Background: an optimization exercise with open tools, aiming at small area, a short achievable clock period and few clock cycles per item. Do not read the settings as production practice.
In this exercise RTL edits were held to simulation tests only and were not proved equivalent to the original.
Power and IR drop assume default switching activity.

==> branch delta <==
// time_orderer
module time_orderer (
    input  wire         clk,
    input  wire         rst_n,
    input  wire         cmd_valid,
    output wire         cmd_ready,
    input  wire [127:0] cmd,
    output reg          res_valid,
    output reg  [3:0]   res_status,
    output reg          hit_valid,
    input  wire         hit_ready,
    output reg          hit_dir,
    output reg  [14:0]  hit_chan,
    output reg  [63:0]  hit_time,
    output reg  [31:0]  hit_tot,
    output reg  [4:0]   fault
);
    localparam NCHAN = 8;
    localparam DEPTH = 4;
    localparam HW    = 97;               
    integer i, j, k;
    reg         rdy_q;
    reg         m_v;
    reg [127:0] m_cmd;
    assign cmd_ready = rdy_q;
    wire acc     = cmd_valid & rdy_q;
    wire acc_op5 = acc & (cmd[127:124] == 4'h5);
    reg [HW-1:0] slot [0:NCHAN-1][0:DEPTH-1];    
    reg [DEPTH-1:0] sv [0:NCHAN-1];      
    reg [1:0]    bp [0:NCHAN-1];         
    reg [5:0]    total;
    reg          mresp_pend;             
    reg [NCHAN-1:0] stale;               
    reg          bef [0:NCHAN-1][0:NCHAN-1];
    wire [3:0]  op       = m_cmd[127:124];
    wire        is_op5   = (op == 4'h5);
    wire        is_add   = (op == 4'h4) && (m_cmd[122:111] == 12'd0);
    wire        is_merge = is_op5 && (m_cmd[123:0] == 124'd0);
    wire        in_range = (m_cmd[110:99] == 12'd0);
    wire [2:0]  ac       = m_cmd[98:96];
    wire [DEPTH-1:0] asv = sv[ac];
    wire        full     = asv[DEPTH-1];
    wire        m_act    = m_v && !mresp_pend;
    wire        merging  = m_act && is_merge && (total != 6'd0);
    wire        m_done   = m_act && !merging;
    wire        do_store = m_done && is_add && in_range && !full;
    wire        m_load   = !m_v || m_done;
  ...
make LEC_CHECK=0 CAP_MARGIN=75 CORE_MARGIN=2 CORE_UTILIZATION=60 CTS_CLUSTER_DIAMETER=200 CTS_CLUSTER_SIZE=30 SLEW_MARGIN=90 SYNTH_MEMORY_MAX_BITS=8192 finish   # period 27.0 ns
run.sh (not shown) runs the stock make flow with config.mk's settings and CLKGATE_MAP_FILE= SYNTH_SCRIPT=/design/flow/synth_recipe.tcl, a recipe that flattens the netlist after the stock synthesis.
==> branch ember: changes against branch delta <==
--- a/flow/design.v
+++ b/flow/design.v
@@ -26,14 +26,15 @@
     wire acc_op5 = acc & (cmd[127:124] == 4'h5);
     reg [HW-1:0] slot [0:NCHAN-1][0:DEPTH-1];    
     reg [DEPTH-1:0] sv [0:NCHAN-1];      
     reg [1:0]    bp [0:NCHAN-1];         
     reg [5:0]    total;
     reg          mresp_pend;             
     reg [NCHAN-1:0] stale;               
+    reg [NCHAN-1:0] stale_n;             
     reg          bef [0:NCHAN-1][0:NCHAN-1];
     wire [3:0]  op       = m_cmd[127:124];
     wire        is_op5   = (op == 4'h5);
     wire        is_add   = (op == 4'h4) && (m_cmd[122:111] == 12'd0);
     wire        is_merge = is_op5 && (m_cmd[123:0] == 124'd0);
     wire        in_range = (m_cmd[110:99] == 12'd0);
     wire [2:0]  ac       = m_cmd[98:96];
@@ -50,16 +51,18 @@
             vld[i] = sv[i][0];
     end
     reg [63:0]      st_t;
     reg [NCHAN-1:0] below;
     reg [NCHAN-1:0] goes_first;          
     always @* begin
         st_t = 64'd0;
-        for (i = 0; i < NCHAN; i = i + 1)
-            st_t = st_t | ({64{stale[i]}} & slot[i][0][95:32]);
+        for (i = 0; i < NCHAN; i = i + 1) begin
+            st_t[31:0]  = st_t[31:0]  | ({32{stale[i]}}    & slot[i][0][63:32]);
+            st_t[63:32] = st_t[63:32] | ({32{!stale_n[i]}} & slot[i][0][95:64]);
+        end
         for (j = 0; j < NCHAN; j = j + 1) begin
             below[j] = 1'b0;
             for (i = 0; i < j; i = i + 1)
                 below[j] = below[j] | stale[i];
             goes_first[j] = (st_t < slot[j][0][95:32]) |
                             ((st_t == slot[j][0][95:32]) & below[j]);
         end
@@ -134,14 +137,15 @@
             hit_valid  <= 1'b0;
             res_valid  <= 1'b0;
             res_status <= 4'd0;
             fault      <= 5'd0;
             total      <= 6'd0;
             mresp_pend <= 1'b0;
             stale      <= {NCHAN{1'b0}};
+            stale_n    <= {NCHAN{1'b1}};
             for (i = 0; i < NCHAN; i = i + 1) begin
                 sv[i] <= {DEPTH{1'b0}};
                 bp[i] <= 2'd0;
             end
         end else begin
             if (m_load)        m_v <= acc;
             else if (last_pop) m_v <= 1'b0;
@@ -152,16 +156,18 @@
                     sv[i] <= {sv[i][DEPTH-2:0], 1'b1};
                 if (pop && win[i]) begin
                     sv[i] <= {1'b0, sv[i][DEPTH-1:1]};
                     bp[i] <= bp[i] + 2'd1;
                 end
                 if (do_store && ac == i && !sv[i][0])
                     bp[i] <= 2'd0;
-                stale[i] <= (pop && win[i] && sv[i][1]) ||
-                            (do_store && ac == i && !sv[i][0]);
+                stale[i]   <= (pop && win[i] && sv[i][1]) ||
+                              (do_store && ac == i && !sv[i][0]);
+                stale_n[i] <= !((pop && win[i] && sv[i][1]) ||
+                                (do_store && ac == i && !sv[i][0]));
             end
             if (do_store)  total <= total + 6'd1;
             else if (pop)  total <= total - 6'd1;
             if (out_free) hit_valid <= pop;
             if (last_pop)   mresp_pend <= 1'b1;
             else if (taken) mresp_pend <= 1'b0;
             res_valid <= 1'b0;
CAP_MARGIN = 50   (was 75)
CORE_UTILIZATION = 45   (was 60)
CTS_CLUSTER_DIAMETER = default   (was 200)
CTS_CLUSTER_SIZE = default   (was 30)
SLEW_MARGIN = 75   (was 90)
==> notes <==
Branch delta ended with an error in 5_1_grt (DPL-0038). Branch ember finished clean. Of branch delta and branch ember, branch delta has the higher synthesized cell count (gap 2.2%, measured against branch ember). Against branch delta, the area after synthesis of branch ember is smaller by 0.69%.
==> figures <==
Status: branch delta did not finish; branch ember finished clean
Stage where the flow stopped: branch delta 5_1_grt; branch ember -
Resized cells post-CTS: branch delta 274; branch ember 0
Y dimension of the die: branch delta 488 um; branch ember 561 um
Simple-gate area share of the yosys netlist: branch delta 0.0577; branch ember 0.0568
Number of buffers created by CTS: branch delta 132; branch ember 358
Placed cell count: branch delta 18,700; branch ember 14,300
Total number of placement rows: branch delta 177; branch ember 204
Worst slack at placement: branch delta -28.96 ns; branch ember 18.16 ns
Synthesized-area fraction occupied by xor and xnor cells: branch delta 0.000622; branch ember 0.000814
Gpl congestion: branch delta 1.03; branch ember 0.957
Synth Area in Adders: branch delta 0.0479; branch ember 0.0482
Synthesized flop and latch total: branch delta 3,432; branch ember 3,440
Clock tree buffer depth: branch delta 3; branch ember 4
Chip Width: branch delta 488 um; branch ember 561 um
Fraction of the mapped netlist area in compound gates: branch delta 0.134; branch ember 0.130
Multiplexer area fraction after synthesis: branch delta 0.000933; branch ember 0.00105
CTS H-tree depth: branch delta 4; branch ember 5
Number of clock sinks: branch delta 3,432; branch ember 3,440
Sequential share of the synthesized area: branch delta 0.725; branch ember 0.731
Testbench counts of branch delta, summed over its fixed seeds: cycles 13,092, commands 6,730.
Testbench counts of branch ember, summed over its fixed seeds: cycles 13,092, commands 6,730.

---

==> exp/yarrow: inputs <==
==> flow/design.v <==
module time_orderer (
    input  wire         clk,
    input  wire         rst_n,
    input  wire         cmd_valid,
    output wire         cmd_ready,
    input  wire [127:0] cmd,
    output reg          res_valid,
    output reg  [3:0]   res_status,
    output reg          hit_valid,
    input  wire         hit_ready,
    output reg          hit_dir,
    output reg  [14:0]  hit_chan,
    output reg  [63:0]  hit_time,
    output reg  [31:0]  hit_tot,
    output reg  [4:0]   fault
);
    localparam NCHAN = 8;
    localparam DEPTH = 4;
    localparam HW    = 97;               
    integer i, j;
    reg         rdy_q;
    reg         m_v;
    reg [127:0] m_cmd;
    assign cmd_ready = rdy_q;
    wire acc     = cmd_valid & rdy_q;
    wire acc_op5 = acc & (cmd[127:124] == 4'h5);
    reg [HW-1:0] store [0:NCHAN*DEPTH-1];
    reg [1:0]    rd_ptr [0:NCHAN-1];
    reg [1:0]    wr_ptr [0:NCHAN-1];
    reg [2:0]    cnt    [0:NCHAN-1];
    reg [5:0]    total;
    reg          mresp_pend;             
    wire [3:0]  op       = m_cmd[127:124];
    wire        is_op5   = (op == 4'h5);
    wire        is_add   = (op == 4'h4) && (m_cmd[122:111] == 12'd0);
    wire        is_merge = is_op5 && (m_cmd[123:0] == 124'd0);
    wire        in_range = (m_cmd[110:99] == 12'd0);
    wire [2:0]  ac       = m_cmd[98:96];
    wire        full     = (cnt[ac] == 3'd4);
    wire        m_act    = m_v && !mresp_pend;         
    wire        merging  = m_act && is_merge && (total != 6'd0);
    wire        m_done   = m_act && !merging;           
    wire        do_store = m_done && is_add && in_range && !full;
    wire        m_free   = !m_v || m_done || (merging && total == 6'd1 && pop);
    reg [HW-1:0] head [0:NCHAN-1];
    reg [NCHAN-1:0] vld;
    always @* begin
        for (i = 0; i < NCHAN; i = i + 1) begin
            head[i] = store[i*DEPTH + rd_ptr[i]];
            vld[i]  = (cnt[i] != 3'd0);
        end
    end
    reg le [0:NCHAN-1][0:NCHAN-1];
    reg [NCHAN-1:0] win;
    always @* begin
        for (i = 0; i < NCHAN; i = i + 1)
            for (j = 0; j < NCHAN; j = j + 1)
                le[i][j] = 1'b0;
        for (i = 0; i < NCHAN; i = i + 1)
            for (j = i + 1; j < NCHAN; j = j + 1)
                le[i][j] = (head[i][95:32] <= head[j][95:32]);
        for (i = 0; i < NCHAN; i = i + 1) begin
            win[i] = vld[i];
            for (j = 0; j < NCHAN; j = j + 1) begin
                if (j < i) win[i] = win[i] & (!vld[j] | !le[j][i]);
                if (j > i) win[i] = win[i] & (!vld[j] |  le[i][j]);
            end
        end
    end
    reg [HW-1:0] sel_hit;
    reg [2:0]    sel_c;
    always @* begin
        sel_hit = {HW{1'b0}};
        sel_c   = 3'd0;
        for (i = 0; i < NCHAN; i = i + 1) begin
            sel_hit = sel_hit | ({HW{win[i]}} & head[i]);
            sel_c   = sel_c | ({3{win[i]}} & i[2:0]);
        end
    end
    wire taken    = hit_valid && hit_ready;
    wire out_free = !hit_valid || hit_ready;
    wire pop      = merging && out_free;
    wire last_pop = pop && (total == 6'd1);
    always @(posedge clk) begin
        if (do_store)
            store[{ac, wr_ptr[ac]}] <= {m_cmd[123], m_cmd[63:0], m_cmd[95:64]};
    end
    always @(posedge clk) begin
        if (m_free) m_cmd <= cmd;
    end
    always @(posedge clk) begin
        if (pop) begin
            hit_dir  <= sel_hit[96];
            hit_time <= sel_hit[95:32];
            hit_tot  <= sel_hit[31:0];
            hit_chan <= {12'd0, sel_c};
        end
    end
    always @(posedge clk) begin
        if (!rst_n) begin
            rdy_q      <= 1'b1;
            m_v        <= 1'b0;
            hit_valid  <= 1'b0;
            res_valid  <= 1'b0;
            res_status <= 4'd0;
            fault      <= 5'd0;
            total      <= 6'd0;
            mresp_pend <= 1'b0;
            for (i = 0; i < NCHAN; i = i + 1) begin
                rd_ptr[i] <= 2'd0;
                wr_ptr[i] <= 2'd0;
                cnt[i]    <= 3'd0;
            end
        end else begin
            if (m_free) m_v <= acc;
            rdy_q <= !((m_free ? acc_op5 : (m_v && is_op5)) || (mresp_pend && !taken));
            for (i = 0; i < NCHAN; i = i + 1) begin
                if (do_store && ac == i) begin
                    wr_ptr[i] <= wr_ptr[i] + 2'd1;
                    cnt[i]    <= cnt[i] + 3'd1;
                end
                if (pop && win[i]) begin
                    rd_ptr[i] <= rd_ptr[i] + 2'd1;
                    cnt[i]    <= cnt[i] - 3'd1;
                end
            end
            if (do_store)  total <= total + 6'd1;
            else if (pop)  total <= total - 6'd1;
            if (out_free) hit_valid <= pop;
            if (last_pop)   mresp_pend <= 1'b1;
            else if (taken) mresp_pend <= 1'b0;
            res_valid <= 1'b0;
            if (mresp_pend && taken) begin
                res_valid  <= 1'b1;
                res_status <= 4'd0;
            end else if (m_done) begin
                res_valid <= 1'b1;
                if (is_add) begin
                    if (!in_range) begin
                        res_status <= 4'd1;
                        fault[0]   <= 1'b1;
                    end else if (full) begin
                        res_status <= 4'd4;
                        fault[3]   <= 1'b1;
                    end else
                        res_status <= 4'd0;
                end else if (is_merge) begin
                    res_status <= 4'd0;
                end else begin
                    res_status <= 4'd5;
                    fault[4]   <= 1'b1;
                end
            end
        end
    end
endmodule
==> flow/run.sh <==
#!/bin/bash
# synth_recipe.tcl (not shown) runs the flow's synth.tcl, then flattens the netlist and writes it again
# the make line also repeats each setting of config.mk as NAME=value (left out here)
make -C /OpenROAD-flow-scripts/flow DESIGN_CONFIG=/design/flow/config.mk WORK_HOME=/design/flow/orfs CLKGATE_MAP_FILE= SYNTH_SCRIPT=/design/flow/synth_recipe.tcl finish
==> flow/config.mk <==
export PLATFORM = sky130hd
export DESIGN_NAME = time_orderer
export DESIGN_NICKNAME = time_orderer
export VERILOG_FILES = /design/flow/design.v
export SDC_FILE = /design/flow/constraint.sdc
export NUM_CORES = 4
export LEC_CHECK = 0
export CAP_MARGIN = 20
export CORE_MARGIN = 2
export CORE_UTILIZATION = 40
export SLEW_MARGIN = 20
export SYNTH_MEMORY_MAX_BITS = 8192
==> flow/constraint.sdc <==
create_clock -name core_clock -period 27.0 [get_ports {clk}]
set_input_delay 5.4000 -clock core_clock [delete_from_list [all_inputs] [get_ports {clk}]]
set_output_delay 5.4000 -clock core_clock [all_outputs]
set_load 0.01 [all_outputs]
==> exp/delta (differences from exp/yarrow) <==
--- a/flow/design.v
+++ b/flow/design.v
@@ -18,5 +18,5 @@
     localparam DEPTH = 4;
     localparam HW    = 97;               
-    integer i, j;
+    integer i, j, k;
     reg         rdy_q;
     reg         m_v;
@@ -25,10 +25,12 @@
     wire acc     = cmd_valid & rdy_q;
     wire acc_op5 = acc & (cmd[127:124] == 4'h5);
-    reg [HW-1:0] store [0:NCHAN*DEPTH-1];
-    reg [1:0]    rd_ptr [0:NCHAN-1];
-    reg [1:0]    wr_ptr [0:NCHAN-1];
-    reg [2:0]    cnt    [0:NCHAN-1];
+    reg [HW-1:0] slot [0:NCHAN-1][0:DEPTH-1];    
+    reg [DEPTH-1:0] sv [0:NCHAN-1];      
+    reg [1:0]    bp [0:NCHAN-1];         
     reg [5:0]    total;
     reg          mresp_pend;             
+    reg [NCHAN-1:0] stale;               
+    reg [NCHAN-1:0] stale_n;             
+    reg          bef [0:NCHAN-1][0:NCHAN-1];
     wire [3:0]  op       = m_cmd[127:124];
     wire        is_op5   = (op == 4'h5);
@@ -37,32 +39,47 @@
     wire        in_range = (m_cmd[110:99] == 12'd0);
     wire [2:0]  ac       = m_cmd[98:96];
-    wire        full     = (cnt[ac] == 3'd4);
-    wire        m_act    = m_v && !mresp_pend;         
+    wire [DEPTH-1:0] asv = sv[ac];
+    wire        full     = asv[DEPTH-1];
+    wire        m_act    = m_v && !mresp_pend;
     wire        merging  = m_act && is_merge && (total != 6'd0);
-    wire        m_done   = m_act && !merging;           
+    wire        m_done   = m_act && !merging;
     wire        do_store = m_done && is_add && in_range && !full;
-    wire        m_free   = !m_v || m_done || (merging && total == 6'd1 && pop);
-    reg [HW-1:0] head [0:NCHAN-1];
+    wire        m_load   = !m_v || m_done;
     reg [NCHAN-1:0] vld;
     always @* begin
+        for (i = 0; i < NCHAN; i = i + 1)
+            vld[i] = sv[i][0];
+    end
+    reg [63:0]      st_t;
+    reg [NCHAN-1:0] below;
+    reg [NCHAN-1:0] goes_first;          
+    always @* begin
+        st_t = 64'd0;
         for (i = 0; i < NCHAN; i = i + 1) begin
-            head[i] = store[i*DEPTH + rd_ptr[i]];
-            vld[i]  = (cnt[i] != 3'd0);
+            st_t[31:0]  = st_t[31:0]  | ({32{stale[i]}}    & slot[i][0][63:32]);
+            st_t[63:32] = st_t[63:32] | ({32{!stale_n[i]}} & slot[i][0][95:64]);
+        end
+        for (j = 0; j < NCHAN; j = j + 1) begin
+            below[j] = 1'b0;
+            for (i = 0; i < j; i = i + 1)
+                below[j] = below[j] | stale[i];
+            goes_first[j] = (st_t < slot[j][0][95:32]) |
+                            ((st_t == slot[j][0][95:32]) & below[j]);
         end
     end
-    reg le [0:NCHAN-1][0:NCHAN-1];
+    reg befn [0:NCHAN-1][0:NCHAN-1];
     reg [NCHAN-1:0] win;
     always @* begin
         for (i = 0; i < NCHAN; i = i + 1)
             for (j = 0; j < NCHAN; j = j + 1)
-                le[i][j] = 1'b0;
+                befn[i][j] = 1'b0;
         for (i = 0; i < NCHAN; i = i + 1)
             for (j = i + 1; j < NCHAN; j = j + 1)
-                le[i][j] = (head[i][95:32] <= head[j][95:32]);
+                befn[i][j] = stale[i] ? goes_first[j] : (stale[j] ? !goes_first[i] : bef[i][j]);
         for (i = 0; i < NCHAN; i = i + 1) begin
             win[i] = vld[i];
             for (j = 0; j < NCHAN; j = j + 1) begin
-                if (j < i) win[i] = win[i] & (!vld[j] | !le[j][i]);
-                if (j > i) win[i] = win[i] & (!vld[j] |  le[i][j]);
+                if (j < i) win[i] = win[i] & (!vld[j] | !befn[j][i]);
+                if (j > i) win[i] = win[i] & (!vld[j] |  befn[i][j]);
             end
         end
@@ -74,5 +91,5 @@
         sel_c   = 3'd0;
         for (i = 0; i < NCHAN; i = i + 1) begin
-            sel_hit = sel_hit | ({HW{win[i]}} & head[i]);
+            sel_hit = sel_hit | ({HW{win[i]}} & slot[i][0]);
             sel_c   = sel_c | ({3{win[i]}} & i[2:0]);
         end
@@ -82,10 +99,24 @@
     wire pop      = merging && out_free;
     wire last_pop = pop && (total == 6'd1);
-    always @(posedge clk) begin
-        if (do_store)
-            store[{ac, wr_ptr[ac]}] <= {m_cmd[123], m_cmd[63:0], m_cmd[95:64]};
+    wire [HW-1:0] wdata = {m_cmd[123], m_cmd[63:0], m_cmd[95:64]};
+    wire [HW-1:0] wdata_g = {HW{!merging}} & wdata;
+    reg  [HW-1:0] head_d [0:NCHAN-1];
+    always @* begin
+        for (i = 0; i < NCHAN; i = i + 1)
+            head_d[i] = ({HW{merging && bp[i] == 2'd0}} & slot[i][1]) |
+                        ({HW{merging && bp[i] == 2'd1}} & slot[i][2]) |
+                        ({HW{merging && bp[i] == 2'd2}} & slot[i][3]) | wdata_g;
     end
     always @(posedge clk) begin
-        if (m_free) m_cmd <= cmd;
+        for (i = 0; i < NCHAN; i = i + 1) begin
+            if ((merging && pop && win[i]) || (do_store && ac == i && !sv[i][0]))
+                slot[i][0] <= head_d[i];
+            for (k = 1; k < DEPTH; k = k + 1)
+                if (do_store && ac == i && !sv[i][k] && sv[i][k-1])
+                    slot[i][k] <= wdata;
+        end
+    end
+    always @(posedge clk) begin
+        if (m_load) m_cmd <= cmd;
     end
     always @(posedge clk) begin
@@ -96,4 +127,7 @@
             hit_chan <= {12'd0, sel_c};
         end
+        for (i = 0; i < NCHAN; i = i + 1)
+            for (j = i + 1; j < NCHAN; j = j + 1)
+                bef[i][j] <= befn[i][j];
     end
     always @(posedge clk) begin
@@ -107,21 +141,28 @@
             total      <= 6'd0;
             mresp_pend <= 1'b0;
+            stale      <= {NCHAN{1'b0}};
+            stale_n    <= {NCHAN{1'b1}};
             for (i = 0; i < NCHAN; i = i + 1) begin
-                rd_ptr[i] <= 2'd0;
-                wr_ptr[i] <= 2'd0;
-                cnt[i]    <= 3'd0;
+                sv[i] <= {DEPTH{1'b0}};
+                bp[i] <= 2'd0;
             end
         end else begin
-            if (m_free) m_v <= acc;
-            rdy_q <= !((m_free ? acc_op5 : (m_v && is_op5)) || (mresp_pend && !taken));
+            if (m_load)        m_v <= acc;
+            else if (last_pop) m_v <= 1'b0;
+            rdy_q <= !((m_load ? acc_op5 : (m_v && is_op5 && !last_pop)) ||
+                       (mresp_pend && !taken));
             for (i = 0; i < NCHAN; i = i + 1) begin
-                if (do_store && ac == i) begin
-                    wr_ptr[i] <= wr_ptr[i] + 2'd1;
-                    cnt[i]    <= cnt[i] + 3'd1;
+                if (do_store && ac == i)
+                    sv[i] <= {sv[i][DEPTH-2:0], 1'b1};
+                if (pop && win[i]) begin
+                    sv[i] <= {1'b0, sv[i][DEPTH-1:1]};
+                    bp[i] <= bp[i] + 2'd1;
                 end
-                if (pop && win[i]) begin
-                    rd_ptr[i] <= rd_ptr[i] + 2'd1;
-                    cnt[i]    <= cnt[i] - 3'd1;
-                end
+                if (do_store && ac == i && !sv[i][0])
+                    bp[i] <= 2'd0;
+                stale[i]   <= (pop && win[i] && sv[i][1]) ||
+                              (do_store && ac == i && !sv[i][0]);
+                stale_n[i] <= !((pop && win[i] && sv[i][1]) ||
+                                (do_store && ac == i && !sv[i][0]));
             end
             if (do_store)  total <= total + 6'd1;
--- a/flow/config.mk
+++ b/flow/config.mk
@@ -6,7 +6,7 @@
 export NUM_CORES = 4
 export LEC_CHECK = 0
-export CAP_MARGIN = 20
+export CAP_MARGIN = 50
 export CORE_MARGIN = 2
-export CORE_UTILIZATION = 40
-export SLEW_MARGIN = 20
+export CORE_UTILIZATION = 60
+export SLEW_MARGIN = 75
 export SYNTH_MEMORY_MAX_BITS = 8192
==> results.txt <==
Of exp/yarrow and exp/delta, exp/yarrow has the higher synthesized cell count (gap 14%, measured against exp/delta).
Against exp/yarrow, the die area of exp/delta is smaller by about 44%.
Critical path depth: exp/delta is higher than exp/yarrow (14).
First-iteration DRC count: exp/delta is smaller than exp/yarrow (0.92%).
In exp/delta the power is smaller than in exp/yarrow, by 2.0%.
Against exp/yarrow, the via count of exp/delta is lower by 15%.
Clock skew: exp/yarrow is higher than exp/delta (0.0045 ns).
Between exp/delta and exp/yarrow, the lower non-clock buffer count is in exp/yarrow (gap 420).
Testbench counts of exp/yarrow, summed over its fixed seeds: cycles 13,092, commands 6,730.
Testbench counts of exp/delta, summed over its fixed seeds: cycles 13,092, commands 6,730.

## afterwards: timing with drivers on the ports
In the flow no input, the clock included, has a driving cell. The finished layouts below were timed again as built, in two steps. Step 1 assumes that a clkbuf_16 drives the clock port and a buf_2 every other input. Step 2 times the ports against the registers' clock, not the clock port: input delays grow and output delays shrink by t, the midpoint of the rising clock arrivals with the driver on. a / b / c = ideal / step 1 / step 2; a / b = the first two.
run	t, ns	setup WS [ns]	clock arrival spread, ns	worst data-port slew with drivers (ns)	pins driven straight from the clock port
branch ember	1.044	18.988 / 19.007 / 18.000	0.069 / 0.069	0.08	1
exp/yarrow	1.102	17.281 / 17.281 / 17.281	0.118 / 0.118	0.16	1
exp/delta	1.052	18.641 / 18.641 / 17.697	0.114 / 0.113	0.07	1
After both steps every run listed still meets setup and hold. For branch ember, which loses most, drivers alone change the setup slack by +0.019 ns; drivers and shift together by -0.988 ns.
